Background: an optimization exercise with open tools, aiming at small area, a short achievable clock period and few clock cycles. Do not read the settings as production practice.
RTL that was checked went through simulation tests only; none was proved equivalent to the original.
No functional check of the RTL was part of run 2.
No activity file was given, so power comes from the tool's default toggle rates.

--- run.sh ---
#!/bin/bash
# synth_recipe.tcl (not shown) runs the flow's synth.tcl, then flattens the netlist and writes it again
# the make line also repeats each setting of config.mk as NAME=value (left out here)
make -C /OpenROAD-flow-scripts/flow DESIGN_CONFIG=/design/flow/config.mk WORK_HOME=/design/flow/orfs CLKGATE_MAP_FILE= SYNTH_SCRIPT=/design/flow/synth_recipe.tcl finish
--- config.mk ---
export PLATFORM = sky130hd
export DESIGN_NAME = corr_engine
export DESIGN_NICKNAME = corr_engine
export VERILOG_FILES = /design/flow/design.v
export SDC_FILE = /design/flow/constraint.sdc
export NUM_CORES = 4
export LEC_CHECK = 0
export CAP_MARGIN = 20
export CORE_MARGIN = 2
export CORE_UTILIZATION = 40
export SLEW_MARGIN = 20
--- design.v ---
module corr_engine #(
    parameter TIMEOUT_TICKS = 10,
    parameter SEQ_RESET     = 0
) (
    input  wire       clk,
    input  wire       rst,           
    input  wire       cmd_valid,
    output wire       cmd_ready,
    input  wire [1:0] cmd_op,        
    input  wire [7:0] cmd_seq,       
    output reg        ev_valid,
    input  wire       ev_ready,
    output reg  [3:0] ev_code,
    output reg  [7:0] ev_seq
);
    localparam TW = $clog2(TIMEOUT_TICKS + 1);
    localparam [1:0] OP_SEND    = 2'd0;
    localparam [1:0] OP_RESOLVE = 2'd1;
    localparam [1:0] OP_TICK    = 2'd2;
    localparam [3:0] EV_SEND_ACCEPTED = 4'h1;
    localparam [3:0] EV_SEND_REJECTED = 4'h2;
    localparam [3:0] EV_RESPONSE      = 4'h3;
    localparam [3:0] EV_TIMEOUT       = 4'h4;
    localparam [3:0] EV_UNMATCHED     = 4'hA;
    localparam [7:0] REASON_SEQ_BUSY  = 8'h01;
    localparam S_IDLE = 1'b0;
    localparam S_SCAN = 1'b1;
    reg          state;
    reg  [7:0]   scan_idx;
    reg  [7:0]   seq_ctr;
    reg  [254:0] pend_valid;
    reg  [TW-1:0] pend_timer [0:254];
    wire ev_free = !ev_valid || ev_ready;
    assign cmd_ready = (state == S_IDLE) && ev_free;
    wire cmd_fire = cmd_valid && cmd_ready;
    wire          send_busy    = pend_valid[seq_ctr];
    wire          resolve_hit  = (cmd_seq != 8'hFF) && pend_valid[cmd_seq];
    wire          scan_valid   = pend_valid[scan_idx];
    wire [TW-1:0] scan_timer   = pend_timer[scan_idx];
    wire          scan_expires = scan_valid && (scan_timer == 1);
    wire          scan_last    = (scan_idx == 8'd254);
    integer i;
    always @(posedge clk) begin
        if (rst) begin
            state      <= S_IDLE;
            scan_idx   <= 8'd0;
            seq_ctr    <= SEQ_RESET;
            pend_valid <= 255'd0;
            for (i = 0; i < 255; i = i + 1)
                pend_timer[i] <= {TW{1'b0}};
            ev_valid   <= 1'b0;
            ev_code    <= 4'h0;
            ev_seq     <= 8'h00;
        end else begin
            if (ev_valid && ev_ready)
                ev_valid <= 1'b0;
            case (state)
                S_IDLE: begin
                    if (cmd_fire) begin
                        case (cmd_op)
                            OP_SEND: begin
                                ev_valid <= 1'b1;
                                if (send_busy) begin
                                    ev_code <= EV_SEND_REJECTED;
                                    ev_seq  <= REASON_SEQ_BUSY;
                                end else begin
                                    pend_valid[seq_ctr] <= 1'b1;
                                    pend_timer[seq_ctr] <= TIMEOUT_TICKS;
                                    seq_ctr <= (seq_ctr == 8'd254) ? 8'd0 : seq_ctr + 8'd1;
                                    ev_code <= EV_SEND_ACCEPTED;
                                    ev_seq  <= seq_ctr;
                                end
                            end
                            OP_RESOLVE: begin
                                ev_valid <= 1'b1;
                                ev_seq   <= cmd_seq;
                                if (resolve_hit) begin
                                    pend_valid[cmd_seq] <= 1'b0;
                                    ev_code <= EV_RESPONSE;
                                end else begin
                                    ev_code <= EV_UNMATCHED;
                                end
                            end
                            OP_TICK: begin
                                state    <= S_SCAN;
                                scan_idx <= 8'd0;
                            end
                            default: ;
                        endcase
                    end
                end
                S_SCAN: begin
                    if (!scan_expires || ev_free) begin
                        if (scan_valid) begin
                            pend_timer[scan_idx] <= scan_timer - 1'b1;
                            if (scan_expires) begin
                                pend_valid[scan_idx] <= 1'b0;
                                ev_valid <= 1'b1;
                                ev_code  <= EV_TIMEOUT;
                                ev_seq   <= scan_idx;
                            end
                        end
                        if (scan_last)
                            state <= S_IDLE;
                        else
                            scan_idx <= scan_idx + 8'd1;
                    end
                end
            endcase
        end
    end
endmodule
--- constraint.sdc ---
create_clock -name core_clock -period 7.5 [get_ports {clk}]
set_input_delay 1.5000 -clock core_clock [delete_from_list [all_inputs] [get_ports {clk}]]
set_output_delay 1.5000 -clock core_clock [all_outputs]
set_load 0.01 [all_outputs]
==> notes.md, run 1 <==
most common cell after layout, fill and taps aside sky130_fd_sc_hd__edfxtp_1; HPWL after DPL 213.0 mm; buffers added on ports 27; fraction of the core area covered by cells at the end of the flow 44.65%; die width 433.5 um; post-place instance area 76980 um^2; Worst Hold End ev_seq[2]; number of antenna violations at the first check in global routing 18; CP top delay family compound AO/OA/AOI/OAI gates; layout cells sized above 1 19.72%; vertical die dimension 433.5 um; cell chain of the critical path buf_4 -> mux4_2 -> a22o_1 -> a221oi_1 -> o221ai_1 -> a211oi_1 -> or2_2 -> inv_1 -> ha_1 -> and2_1 -> nor4b_4 -> a211oi_4 -> buf_12 -> buf_4 -> a22oi_4 -> buf_12 -> o21ai_0; area of all placed cells without fillers 81840 um^2; buffer cell driving the clock tree root sky130_fd_sc_hd__clkbuf_16; final max-slew violation count 0; number of core rows 157; cell area after technology mapping 73790 um^2; setup total negative slack 0 ns; net switching power 4.134 mW; Longest Clk Path Bufs 3; final setup fails 0; Primary FF master, synth sky130_fd_sc_hd__edfxtp_1; unrepaired setup endpoints after global routing no; Final min period 6.894 ns; switching part of the total power 24.99%; final hold slack 0.4773 ns; Hold Path Class flop to flop; die area 187900 um^2; CTS tree yes; global router's overall resource usage 33.50%; total I/O pin count 28; type of element capturing the critical path flop; slowest cell on the critical path sky130_fd_sc_hd__dfxtp_4; H-tree level count 4; first-iteration detailed-routing DRC count 10786; antenna viol nets, final 0; number of distinct library cell variants in the gate-level netlist after synthesis 97; pin count of the biggest net entering global routing 165; final-report hold violation count 0; Synthesized Nets 6544; clock skew after layout 0.05911 ns; Clk pin slew, worst setup/hold paths 0.06 ns; Max stage delay on crit path 0.88 ns; portion of total power attributed to the clock network 44.6%; Initial Util 40.26%; global-route congestion overflow total 0; final estimated routing congestion in global placement 1.049; data required time at the worst endpoint 7.96 ns; detailed-route wire length 321.8 mm; hold-fix buffers at CTS 0; area of the core 183300 um^2; post-cts resize count 0; Layout area overhead 10.92%; DR WL/cell 36.49 um; result of the run timing/DRC/antenna clean; Power Internal 12.41 mW; Slew @ Worst Pin 1.311 ns; kind of critical path flop to flop; Worst IR Drop VDD 0.0001548 V; reg2reg end pend_timer[43][1]; Worst EP arrival 7.35 ns; count of buffering cells on the critical path with inverters included 5; max_slew headroom 12.42%; power density normalized to cell area 202.2 nW/um^2; sequential fraction of the synthesis area 49.62%; Sequential Power Share 49.4%; Synthesis Warnings 1; flop2flop setup slack 0.61 ns; post-synthesis async set-or-reset flop share 0%; portion of total power attributed to combinational logic 6.0%; number of cell instances on the worst register-to-register path 17; mean area per synthesized cell 11.33 um^2; cell count after synthesis 6511; leakage power figure 24.01 nW; cell depth of the worst min-delay path 2; startpoint kind of the worst setup timing path flop; via-per-instance ratio 7.152; Worst Path Max Fanout 55; Period Utilization, post-route 91.92%; number of enable-type register cells in the synthesized netlist 1024; commonest cells after routing, fill and taps aside sky130_fd_sc_hd__edfxtp_1 (1024), sky130_fd_sc_hd__nor3_1 (713), sky130_fd_sc_hd__nor2_1 (476), sky130_fd_sc_hd__mux4_2 (431); vias in the first global route 59263; Clock Sinks 1317; worst min-delay path startpoint ev_seq[2]; Residual DRC 0; flip-flop and latch count after synthesis 1317; Pre-Repair DR Iteration Count 8; # Max-Cap Violations 0; number of nets in the layout 6262; wire length of the first global-routing pass 449.8 mm; via count of the routed design 63076; CTS Buf Count 148; Skew-Pair Late Insertion Delay 0.84 ns; count of buffers added by post-CTS timing repair for setup 0; fmax 145.1 MHz
registers in the layout, indices dropped and copies added, names as in the netlist, named ones only:
name	flops
pend_timer	1024
pend_valid	255
ev_seq	8
scan_idx	8
seq_ctr	8
ev_code	4
ev_valid	1
state	1
Yosys cell counts, types with 102 or more instances:
library cell,number,share of area (%)
sky130_fd_sc_hd__nor3_1,716,4.9
sky130_fd_sc_hd__inv_1,107,0.54
sky130_fd_sc_hd__nand2_1,339,1.7
sky130_fd_sc_hd__o21ai_0,337,2.3
sky130_fd_sc_hd__o22ai_1,179,1.5
sky130_fd_sc_hd__nor2_1,500,2.5
sky130_fd_sc_hd__mux2i_1,140,1.9
sky130_fd_sc_hd__dfxtp_1,293,7.9
sky130_fd_sc_hd__edfxtp_1,1024,42
sky130_fd_sc_hd__o211ai_1,102,1.0
sky130_fd_sc_hd__a221oi_1,105,1.2
sky130_fd_sc_hd__nand3_1,107,0.73
sky130_fd_sc_hd__mux4_2,431,13
sky130_fd_sc_hd__buf_2,258,1.7
sky130_fd_sc_hd__a21oi_1,123,0.83
sky130_fd_sc_hd__a31oi_1,144,1.2
sky130_fd_sc_hd__clkbuf_1,404,2.1
cell families after synthesis:
kind of cell	count (synthesis)	share of synthesized area [%]
and+or+nand+nor	2055	13.67
AOI/OAI and AO/OA	1583	14.62
DFF	1317	49.62
buffers and inverters	906	5.764
muxes	605	15.69
xor gates and xnor gates	26	0.3086
adders and majority gates	19	0.3222
worst reg2reg max path: cells and delay by family, from the launching register on:
kind            cells  cell delay [ns]
buf+inv             5             1.51
flops               1             0.88
fa+ha+maj           1             0.29
simple gates        3             0.62
mux                 1             0.56
compound gates      7             2.67
cell type report:
type                    count  area (um^2)
clock inverters            89        899.6
inverters                 118        450.4
well taps                2464         3083
fillers                 16857       101400
clock buffers             180         3905
repair buffers            356         3396
diodes                      7        17.52
flip-flops and latches   1317        36650
multi-input cells        4288        33440
metrics by stage:
| step | power [mW] | cells | setup slack [ns] |
|---|---|---|---|
| 2_1_floorplan | 8.840 | 6511 | 2.128 |
| 3_3_place_gp | 9.258 | 8541 | 0.7517 |
| 3_5_place_dp | 9.268 | 8543 | 0.7342 |
| 4_1_cts | 16.49 | 8812 | 0.7249 |
| 5_1_grt | 16.84 | 8814 | 0.2790 |
| 6_report | 16.55 | 8819 | 0.6061 |
power by group through the flow:
stage | sequential (mW) | clock [mW] | combinational (mW)
5_1_grt | 8.18 | 7.65 | 1.01
3_3_place_gp | 8.32 | 0 | 0.938
2_1_floorplan | 8.25 | 0 | 0.591
3_5_place_dp | 8.32 | 0 | 0.947
6_report | 8.17 | 7.38 | 0.997
4_1_cts | 8.17 | 7.37 | 0.949
worst max-delay path by stage:
stage	startpoint	endpoint	slack, ns	depth (start not counted)
after floorplan	flop	pend_timer[252][0]	2.13	26
after global placement	flop	pend_timer[106][0]	0.75	17
after detailed placement	flop	pend_timer[74][1]	0.73	17
after CTS	flop	pend_timer[154][3]	0.72	17
after global routing	flop	pend_timer[74][1]	0.28	17
final	flop	pend_timer[43][1]	0.61	17
layer usage:
layer  track usage (%)  vias to the layer above  share of wire [%]
li1                  -                    25107                  -
met2             49.48                     5204                 43
met1             42.08                    31447                 35
met4             22.47                       12                8.2
met5           0.07806                        -              0.039
met3             10.49                     1306                 13
Testbench counts, summed over its fixed seeds: cycles 419,258.
==> run 2: changes to the inputs <==
==> design.v (replaced) <==
module corr_engine #(
    parameter TIMEOUT_TICKS = 10,
    parameter SEQ_RESET     = 0
) (
    input  wire       clk,
    input  wire       rst,           
    input  wire       cmd_valid,
    output wire       cmd_ready,
    input  wire [1:0] cmd_op,        
    input  wire [7:0] cmd_seq,       
    output reg        ev_valid,
    input  wire       ev_ready,
    output reg  [3:0] ev_code,
    output reg  [7:0] ev_seq
);
    localparam NE = TIMEOUT_TICKS;   
    localparam [1:0] OP_SEND    = 2'd0;
    localparam [1:0] OP_RESOLVE = 2'd1;
    localparam [1:0] OP_TICK    = 2'd2;
    localparam [3:0] EV_SEND_ACCEPTED = 4'h1;
    localparam [3:0] EV_SEND_REJECTED = 4'h2;
    localparam [3:0] EV_RESPONSE      = 4'h3;
    localparam [3:0] EV_TIMEOUT       = 4'h4;
    localparam [3:0] EV_UNMATCHED     = 4'hA;
    localparam [7:0] REASON_SEQ_BUSY  = 8'h01;
    reg  [254:0] pend_valid;
    reg  [7:0]   seq_ctr;
    reg          c_v;
    reg  [1:0]   c_op;
    reg  [7:0]   c_seq;
    reg          scan;
    reg  [7:0]   ep_start [0:NE-1];
    reg  [NE-1:0] ep_used;
    reg  [NE-1:0] ep_wrap;
    wire ev_free = !ev_valid || ev_ready;
    wire is_send = (c_op == OP_SEND);
    wire is_tick = (c_op == OP_TICK);
    wire [7:0]   idx   = is_send ? seq_ctr : c_seq;
    wire [255:0] vext  = {1'b0, pend_valid};
    wire         hit   = vext[idx];
    wire [7:0]   ctr_inc = (seq_ctr == 8'd254) ? 8'd0 : seq_ctr + 8'd1;
    wire         x_empty = !ep_used[0] || ep_wrap[1];
    wire [7:0]   x_lo    = ep_wrap[0] ? seq_ctr : ep_start[0];
    wire [7:0]   x_hi    = ep_start[1];
    wire         x_in    = (x_lo < x_hi) ? (c_seq >= x_lo && c_seq < x_hi)
                                         : (c_seq >= x_lo || c_seq < x_hi);
    wire exec_sr   = c_v && !scan && !is_tick && ev_free;
    wire tick_fast = c_v && !scan && is_tick && x_empty;
    wire tick_scan = c_v && !scan && is_tick && !x_empty;
    wire scan_step = scan && ev_free;
    wire scan_last = c_seq == 8'd254;
    wire c_done    = exec_sr || tick_fast || (scan_step && scan_last);
    wire shift_ep  = tick_fast || (scan_step && scan_last);
    wire send_ok   = exec_sr && is_send && !hit;
    assign cmd_ready = !c_v || c_done;
    wire   cmd_fire  = cmd_valid && cmd_ready;
    wire       wen  = exec_sr || (scan_step && x_in);
    wire       wval = is_send;
    integer i;
    always @(posedge clk) begin
        if (rst) begin
            pend_valid <= 255'd0;
        end else if (wen) begin
            for (i = 0; i < 255; i = i + 1)
                if (idx == i) pend_valid[i] <= wval;
        end
    end
    always @(posedge clk) begin
        if (rst) begin
            c_v      <= 1'b0;
            scan     <= 1'b0;
            seq_ctr  <= SEQ_RESET;
            ev_valid <= 1'b0;
            ep_used  <= {NE{1'b0}};
            ep_wrap[NE-1] <= 1'b0;
            ep_start[NE-1] <= SEQ_RESET;
        end else begin
            if (ev_valid && ev_ready)
                ev_valid <= 1'b0;
            if (c_done)
                c_v <= 1'b0;
            if (cmd_fire) begin
                c_v   <= 1'b1;
                c_op  <= cmd_op;
                c_seq <= cmd_seq;
            end
            if (exec_sr) begin
                ev_valid <= 1'b1;
                if (is_send) begin
                    ev_code <= hit ? EV_SEND_REJECTED : EV_SEND_ACCEPTED;
                    ev_seq  <= hit ? REASON_SEQ_BUSY  : seq_ctr;
                end else begin
                    ev_code <= hit ? EV_RESPONSE : EV_UNMATCHED;
                    ev_seq  <= c_seq;
                end
            end
            if (send_ok) begin
                seq_ctr <= ctr_inc;
                ep_used[NE-1] <= 1'b1;
                for (i = 0; i < NE; i = i + 1)
                    if (ctr_inc == ep_start[i])
                        ep_wrap[i] <= 1'b1;
            end
            if (tick_scan) begin
                scan  <= 1'b1;
                c_seq <= 8'd0;
            end
            if (scan_step) begin
                if (x_in && hit) begin
                    ev_valid <= 1'b1;
                    ev_code  <= EV_TIMEOUT;
                    ev_seq   <= c_seq;
                end
                if (scan_last)
                    scan <= 1'b0;
                else
                    c_seq <= c_seq + 8'd1;
            end
            if (shift_ep) begin
                for (i = 0; i < NE-1; i = i + 1) begin
                    ep_start[i] <= ep_start[i+1];
                    ep_used[i]  <= ep_used[i+1];
                    ep_wrap[i]  <= ep_wrap[i+1];
                end
                ep_start[NE-1] <= seq_ctr;
                ep_used[NE-1]  <= 1'b0;
                ep_wrap[NE-1]  <= 1'b0;
            end
        end
    end
endmodule
==> notes.md, run 2 <==
Worst IR Drop VDD 0.0001656 V; Pre-Repair DR Iteration Count 8; final setup fails 0; Residual DRC 0; Compound-Gate Fraction of Synth Area 11.53%; main combinational cell family by area after synthesis multiplexers; final max-slew violation count 0; dominant cell type by area after synthesis sky130_fd_sc_hd__dfxtp_1; # diodes 0; cell with the most instances after synthesis sky130_fd_sc_hd__mux2i_1; cell count after synthesis 2098; via count of the routed design 16092; kind of critical path flop to flop; most common cell after layout, fill and taps aside sky130_fd_sc_hd__mux2i_1; Worst EP arrival 5.82 ns; vertical die dimension 225.5 um; final hold slack 0.4462 ns; wire length of the first global-routing pass 91.58 mm; global-route congestion overflow total 0; commonest cells after routing, fill and taps aside sky130_fd_sc_hd__mux2i_1 (312), sky130_fd_sc_hd__dfxtp_1 (285), sky130_fd_sc_hd__nor2_1 (256), sky130_fd_sc_hd__nand3_1 (145), sky130_fd_sc_hd__nor3_1 (113); post-cts resize count 0; final estimated routing congestion in global placement 0.8919; post-place instance area 20380 um^2; layout cells sized above 1 6.352%; area share of fa/ha/maj cells after synthesis 1.785%; pin count of the biggest net entering global routing 129; antenna viol nets, final 0; Final min period 5.535 ns; Clock Sinks 388; Period Utilization, post-route 73.80%; mean area per synthesized cell 9.357 um^2; area of all placed cells without fillers 21740 um^2; flip-flop and latch count after synthesis 388; Slew @ Worst Pin 1.081 ns; net switching power 1.190 mW; sequential fraction of the synthesis area 44.82%; first-iteration detailed-routing DRC count 1898; area of the core 48650 um^2; buffer cell driving the clock tree root sky130_fd_sc_hd__clkbuf_16; Synthesized Nets 2140; largest register by flop count pend_valid; data required time at the worst endpoint 7.79 ns; Tot Pwr 4.667 mW; result of the run timing/DRC/antenna clean; Synthesis Warnings 2; buffers added on ports 27; unrepaired setup endpoints after global routing no; top-area cell type share of the netlist area 29.06%; top cells by area in the synthesized netlist sky130_fd_sc_hd__dfxtp_1 (29%), sky130_fd_sc_hd__mux2i_1 (16%), sky130_fd_sc_hd__edfxtp_1 (16%); post-synthesis mux area share 16.83%; most used standard cells in the synthesized netlist sky130_fd_sc_hd__mux2i_1 (314), sky130_fd_sc_hd__dfxtp_1 (285), sky130_fd_sc_hd__nor2_1 (259), sky130_fd_sc_hd__nand3_1 (145), sky130_fd_sc_hd__clkbuf_1 (125); number of enable-type register cells in the synthesized netlist 103; max_slew headroom 26.42%; Power Internal 3.477 mW; power density normalized to cell area 214.7 nW/um^2; H-tree level count 2; Sequential Power Share 46.9%; cell area after technology mapping 19630 um^2; vias in the first global route 15343; count of buffers added by post-CTS timing repair for setup 0; Primary FF master, synth sky130_fd_sc_hd__dfxtp_1; via-per-instance ratio 5.960; leakage power figure 7.908 nW; Synth Area in Simple Gates 16.51%; hold-fix buffers at CTS 0; detailed-route wire length 58.96 mm; Hold Path Class flop to flop; type of element capturing the critical path flop; global router's overall resource usage 23.05%; post-synthesis async set-or-reset flop share 0%; portion of total power attributed to the clock network 44.4%; Layout area overhead 10.73%; number of nets in the layout 2087; CTS Buf Count 44; CTS tree yes; biggest regs pend_valid (255), ep_start (80); final-report hold violation count 0; parity-gate share of the synthesized area counting xor and xnor cells 3.792%; switching part of the total power 25.50%; die width 225.5 um; number of distinct library cell variants in the gate-level netlist after synthesis 66; Worst Path Max Fanout 19; number of flip-flops under the largest register name 255; Clk pin slew, worst setup/hold paths 0.06 ns; total I/O pin count 28; Skew-Pair Late Insertion Delay 0.58 ns; HPWL after DPL 36.45 mm; number of core rows 81; DR WL/cell 21.84 um; Initial Util 40.35%; die area 50860 um^2; clock skew after layout 0.03889 ns; startpoint kind of the worst setup timing path flop; # Max-Cap Violations 0; number of antenna violations at the first check in global routing 0; Longest Clk Path Bufs 3; setup total negative slack 0 ns; fmax 180.7 MHz; portion of total power attributed to combinational logic 8.7%
-- run 2: changes by cell type in the layout (fill, tap and decap cells not counted), sizes merged, moves of 102 or more --
cell    previous run  this run
a221oi           105         0
a31oi            145        10
buf              333        46
clkbuf           180        73
edfxtp          1024       103
mux2i            150       314
mux4             431         6
nand2            340        86
nor2             500       259
nor3             750       113
nor4             116        13
o211ai           102         0
o21ai            434        83
o22ai            179        60
-- run 2: cell type report --
| cell class | count | area, um^2 |
|---|---|---|
| Clock inverter | 7 | 67.56 |
| Sequential cell | 388 | 8798 |
| Multi-Input combinational cell | 1496 | 10010 |
| Tap cell | 622 | 778.2 |
| Fill cell | 4670 | 26910 |
| Inverter | 42 | 165.2 |
| Clock buffer | 72 | 1289 |
| Timing Repair Buffer | 73 | 631.9 |
-- run 2: stage by stage --
step	setup slack [ns]	cells	utilization (%)
3_3_place_gp	2.156	2620	41.88
2_1_floorplan	2.271	2098	-
6_report	1.965	2700	44.68
5_1_grt	1.805	2700	44.68
3_5_place_dp	2.076	2621	41.90
4_1_cts	2.056	2700	44.68
-- run 2: cell families (layout without fill, tap and decap cells) --
kind of cell	after synthesis	in the layout
multiplexers	322	322
buffers and inverters	214	194
XOR/XNOR	85	85
AO/OA/AOI/OAI	356	356
flip-flops	388	388
adder cells (fa/ha/maj)	28	28
AND/OR/NAND/NOR	705	705
-- run 2: power by group through the flow --
stage,Combinational [mW],Clock [mW],Sequential (mW)
6_report,0.405,2.07,2.19
5_1_grt,0.427,2.18,2.19
4_1_cts,0.396,2.10,2.19
3_5_place_dp,0.396,0,2.23
3_3_place_gp,0.390,0,2.23
2_1_floorplan,0.259,0,2.22
-- run 2: metal layers --
metal	part of all wire, %	global-route usage [%]	routed length (um)
met5	0	0	0
met3	7.7	3.533	4556
met1	45	32.92	26810
met2	43	35.48	25630
met4	3.3	7.691	1967
-- run 2: worst paths after layout --
path / startpoint / end / slack [ns] / cells past startpoint
setup / recovery: c_op[0] / ep_wrap[2] / 1.97 / 12
hold / removal: ep_start[6][0] / ep_start[5][0] / 0.45 / 0
setup reg to reg: c_op[0] / ep_wrap[2] / 1.97 / 12
hold reg to reg: ep_start[6][0] / ep_start[5][0] / 0.45 / 0
-- run 2: critical path: stages (launching register included) --
cell	delay [ns]
sky130_fd_sc_hd__edfxtp_1	0.42
sky130_fd_sc_hd__or2_2	0.54
sky130_fd_sc_hd__mux2i_4	0.93
sky130_fd_sc_hd__buf_4	0.37
sky130_fd_sc_hd__mux2i_1	0.31
sky130_fd_sc_hd__o22ai_1	0.11
sky130_fd_sc_hd__o41ai_1	0.75
sky130_fd_sc_hd__o2111ai_1	0.28
sky130_fd_sc_hd__o22a_2	0.37
sky130_fd_sc_hd__a211oi_4	0.26
sky130_fd_sc_hd__buf_4	0.29
sky130_fd_sc_hd__and2_1	0.37
sky130_fd_sc_hd__a41o_1	0.24

afterwards: timing with drivers on the ports:
The flow's constraints put no driver on any port. The routed layouts listed below were extracted and timed again, unchanged, in two steps. Step 1 (the two cells are an assumption about what drives the block):
set clk [get_ports {clk}]
set_driving_cell -lib_cell sky130_fd_sc_hd__clkbuf_16 $clk
set_driving_cell -lib_cell sky130_fd_sc_hd__buf_2 [delete_from_list [all_inputs] $clk]
Step 2 adds t to the input delays and takes it off the output delays; t is the mean of the earliest and latest rising clock arrival at the registers after step 1. Input paths then give back, and output paths get back, about the clock's delay inside the block. Three values: ideal ports, drivers, drivers and shift; two values: the first two.
run	t, ns	slack for setup (ns)	slew at the worst register clock pin (ns)
run 1	0.903	0.606 / 0.606 / 0.606	0.07 / 0.07
run 2	0.621	1.965 / 1.965 / 1.965	0.06 / 0.06
After both steps setup and hold are still met in every run listed.
